This design comes from an exercise in tuning for small area and a short achievable clock period on the open sky130 flow, not from production work. In this exercise RTL edits were held to simulation tests only and were not proved equivalent to the original. No activity file was given, so power comes from the tool's default toggle rates.

== main ==
Design adc_scan_engine, start of the top module:
module adc_scan_engine #(
    parameter [3:0] READALL_SCAN_MODE = 4'd3
) (
    input  wire        clk,
    input  wire        rst,           
    input  wire        req_valid,
    input  wire [15:0] req_word,
    output wire        req_ready,
    output wire        bus_cfg,       
    output wire        xfer_req,
    output wire [15:0] xfer_tx,
    input  wire        xfer_ack,
    input  wire [15:0] xfer_rx,
    input  wire [4:0]  slot_addr,
    output wire [15:0] slot_data,
    output wire [15:0] status,
    output wire [15:0] lastcmd
);
    localparam [2:0] ST_UNINIT  = 3'd0,
                     ST_INIT    = 3'd1,
                     ST_IDLE    = 3'd2,
                     ST_PRIMING = 3'd3,
                     ST_STEADY  = 3'd4;
    localparam [1:0] OP_INIT  = 2'd0,
                     OP_CHAN  = 2'd1,
                     OP_RANGE = 2'd2,
                     OP_ALL   = 2'd3;
    localparam [1:0] W_IN    = 2'd0,    
                     W_B1    = 2'd1,    
                     W_B2    = 2'd2,    
                     W_DEAD  = 2'd3;    
    reg  [2:0]  state;
    reg         xreq;         
    reg         t_init;       
    reg         t_sweep;      
    reg  [3:0]  t_chan;       
    reg         adv;          
    reg  [3:0]  x;            
    reg  [1:0]  w;            
    reg  [4:0]  idx;          
    reg  [4:0]  len;
    reg         ok;
    reg         hv;           
    reg  [11:0] hold;         
    reg  [4:0]  rot;          
    reg  [4:0]  rd_pos;       
    reg  [383:0] ring;
    wire st_init   = (state == ST_INIT);
    wire st_prim   = (state == ST_PRIMING);
    wire st_steady = (state == ST_STEADY);
    wire busy      = state[0] | state[2];
    wire [1:0] req_op   = req_word[15:14];
    wire       req_rsvd = req_word[13];
    wire [4:0] req_n    = req_word[12:8];
    wire [7:0] req_a    = req_word[7:0];
    assign req_ready = !req_rsvd &&
                       ((state == ST_IDLE) ||
                        (state == ST_UNINIT && req_op == OP_INIT));
    wire accept = req_valid && req_ready;
    assign bus_cfg = st_init && !xreq;
    wire [3:0] a_clamped = req_a[7]           ? 4'd0  :
                           (req_a[6:4] != 0)  ? 4'd15 : req_a[3:0];
  ...
Size: about 930 cells after synthesis, about 440 flip-flops, ~110 I/O pins, ~0.015 mm^2 of cells after synthesis.
Settings: LEC_CHECK=0, CAP_MARGIN=20, CORE_MARGIN=2, CORE_UTILIZATION=65, SLEW_MARGIN=20; clock period 6.0 ns.
run.sh (not shown) runs the stock make flow with config.mk's settings and CLKGATE_MAP_FILE= SYNTH_SCRIPT=/design/flow/synth_recipe.tcl, a recipe that flattens the netlist after the stock synthesis.
main reached the final stage; the timing, DRC and antenna checks on its layout passed.
Here is what was changed in the inputs of the feature branch compared with main.
-- flow/config.mk --
<<< main, line 10
export CORE_UTILIZATION = 65
>>> the feature branch, line 10
export CORE_UTILIZATION = 40
--- outcome ---
Proportion of layout cells with a drive suffix above 1 essentially unchanged between the feature branch and main. main → the feature branch: leakage power total higher; share of the clock period used by the worst path closely matched the old numbers; relative contribution of sequential cells to total power shrank by 2.0 points. Summary of the comparison: clock skew is higher in the feature branch, relative to main. In the feature branch, slack of the worst reg-to-reg path is higher than in main. Pin count of the biggest net entering global routing in the feature branch is about 7% below main. Diff main -> the feature branch | site row count | up by more than a quarter. The max-slew headroom at the worst pin number comes out higher for the feature branch vs main. The feature branch has completed all stages; timing, DRC and antenna checks passed. Looking at the feature branch and main, the timing-limited maximum frequency is a wash. Relative to main, met1 usage has decreased by 12 points in the feature branch.

========
== xenon ==
adc_scan_engine, a different RTL version from the one above (not shown whole).
For scale: roughly 990 cells after synthesis, roughly 440 flip-flops, roughly 110 I/O pins.
==> flow/config.mk <==
export PLATFORM = sky130hd
export DESIGN_NAME = adc_scan_engine
export DESIGN_NICKNAME = adc_scan_engine
export VERILOG_FILES = /design/flow/design.v
export SDC_FILE = /design/flow/constraint.sdc
export NUM_CORES = 4
export LEC_CHECK = 0
export CAP_MARGIN = 20
export CORE_MARGIN = 2
export CORE_UTILIZATION = 55
export SETUP_SLACK_MARGIN = 3.2
export SLEW_MARGIN = 20
export SYNTH_HIERARCHICAL = 1
export SYNTH_MINIMUM_KEEP_SIZE = 0
==> flow/constraint.sdc <==
create_clock -name core_clock -period 6.0 [get_ports {clk}]
set_input_delay 1.2000 -clock core_clock [delete_from_list [all_inputs] [get_ports {clk}]]
set_output_delay 1.2000 -clock core_clock [all_outputs]
set_load 0.01 [all_outputs]
standard.sh (not shown) runs the stock make flow with config.mk's settings and CLKGATE_MAP_FILE= SYNTH_SCRIPT=/design/flow/synth_recipe.tcl, a recipe that flattens the netlist after the stock synthesis.
==> flow/flow/run.sh <==
#!/bin/bash
# Standard layout (standard.sh) with two changes:
#  - the port buffers are the smallest plain buffer; repair_design and
#    repair_timing resize them where needed;
#  - clock tree synthesis with larger sink clusters, clkbuf_4 and clkbuf_8 buffers and no
#    dummy balancing loads.
set -e -o pipefail
export BUFFER_PORTS_ARGS="-buffer_cell sky130_fd_sc_hd__buf_1"
export CTS_ARGS='-sink_clustering_enable -repair_clock_nets -dont_use_dummy_load -buf_list {sky130_fd_sc_hd__clkbuf_4 sky130_fd_sc_hd__clkbuf_8} -sink_clustering_size 12 -sink_clustering_max_diameter 50'
bash standard.sh > standard.log 2>&1
Edits applied to the flow inputs when going from xenon to harbor:
Settings: swapping 3.2 for 3.1 in SETUP_SLACK_MARGIN.
==> flow/flow/run.sh <==
#!/bin/bash
# Standard layout (standard.sh) with two changes:
#  - the port buffers are the smallest plain buffer; repair_design and
#    repair_timing resize them where needed;
#  - clock tree synthesis with larger sink clusters, clkbuf_8 buffers and no
#    dummy balancing loads.
set -e -o pipefail
export BUFFER_PORTS_ARGS="-buffer_cell sky130_fd_sc_hd__buf_1"
export CTS_ARGS="-sink_clustering_enable -repair_clock_nets -dont_use_dummy_load -buf_list sky130_fd_sc_hd__clkbuf_8 -sink_clustering_size 16 -sink_clustering_max_diameter 60"
bash standard.sh > standard.log 2>&1
==> results.txt <==
The share of layout cells above drive strength 1 in harbor was lower than what xenon gave. Count of non-filler cells in the finished layout: harbor and xenon compared, higher one is xenon. Of harbor and xenon, harbor shows the higher hold slack, with xenon below it. Final setup slack of the worst path delta (harbor -> xenon): insignificant. harbor vs xenon — total power dropped by a few percent. Diff xenon -> harbor | largest fanout on the critical path | increase of 1. On endpoint arrival time on the critical path, harbor and xenon are neck and neck. harbor gives less layout-stage area growth over the synthesis result than xenon did. Cell area | harbor vs xenon | harbor smaller. End-of-flow core utilization down 0.95 points in harbor wrt xenon.
Changes in fjord relative to harbor:
Settings: SETUP_SLACK_MARGIN: 3.1 -> 3.2.
## What came out
fjord: full flow OK, the timing, DRC and antenna checks passed. Compared to harbor, fjord has final-layout worst hold slack 29 ps lower. Changes observed in fjord relative to harbor: largest fanout of any net on the critical path went down 1, design area held, wire length went up about 1.3%. Fraction of standard cell area that is sequential ends up lower on harbor. Going from harbor to fjord, fraction of the mapped netlist area in compound gates roughly the same; non-clock buffer count lower.
### fjord -> cedar
Settings: setting TNS_END_PERCENT to 20 for the first time.
==> comparison <==
- Looking at fraction of the core area covered by cells at the end of the flow, cedar sits 0.15 points higher than fjord does.
- On final weighted congestion in routability-driven placement, the higher figure sits with fjord, not cedar.
- Any difference in worst hold-check slack between fjord and cedar is small enough to ignore.
- [diff] total internal power, cedar relative to fjord: regression

==> what the ideal ports hide <==
How much do the figures lean on ideal ports? The routed layouts below were timed once more, with nothing changed but the port constraints.
Step 1 sets driving cells, clkbuf_16 on the clock port and buf_2 on the other inputs (assumed; they add their load-dependent delay and slew).
Step 2 moves the port delays by t, midway between the first and last clock arrival at a register: inputs arrive t later, outputs are due t later. That takes back most of the time a late clock gives input paths.
Slacks: ideal ports / drivers / drivers and shift; pairs: ideal ports / drivers.
| run | t (ns) | setup WS [ns] | worst data-port slew with drivers (ns) |
|---|---|---|---|
| main | 0.568 | 1.185 / 1.138 / 1.706 | 0.05 |
| the feature branch | 0.583 | 1.188 / 1.141 / 1.724 | 0.07 |
| xenon | 0.582 | 3.024 / 2.985 / 2.518 | 0.05 |
| harbor | 0.567 | 3.026 / 2.987 / 2.551 | 0.05 |
| fjord | 0.569 | 3.031 / 2.992 / 2.522 | 0.06 |
| cedar | 0.561 | 2.982 / 2.949 / 2.427 | 0.05 |
After both steps setup and hold are still met in every run listed. The setup slack of cedar, which loses most, moves by -0.033 ns with the drivers and by -0.555 ns with both steps.
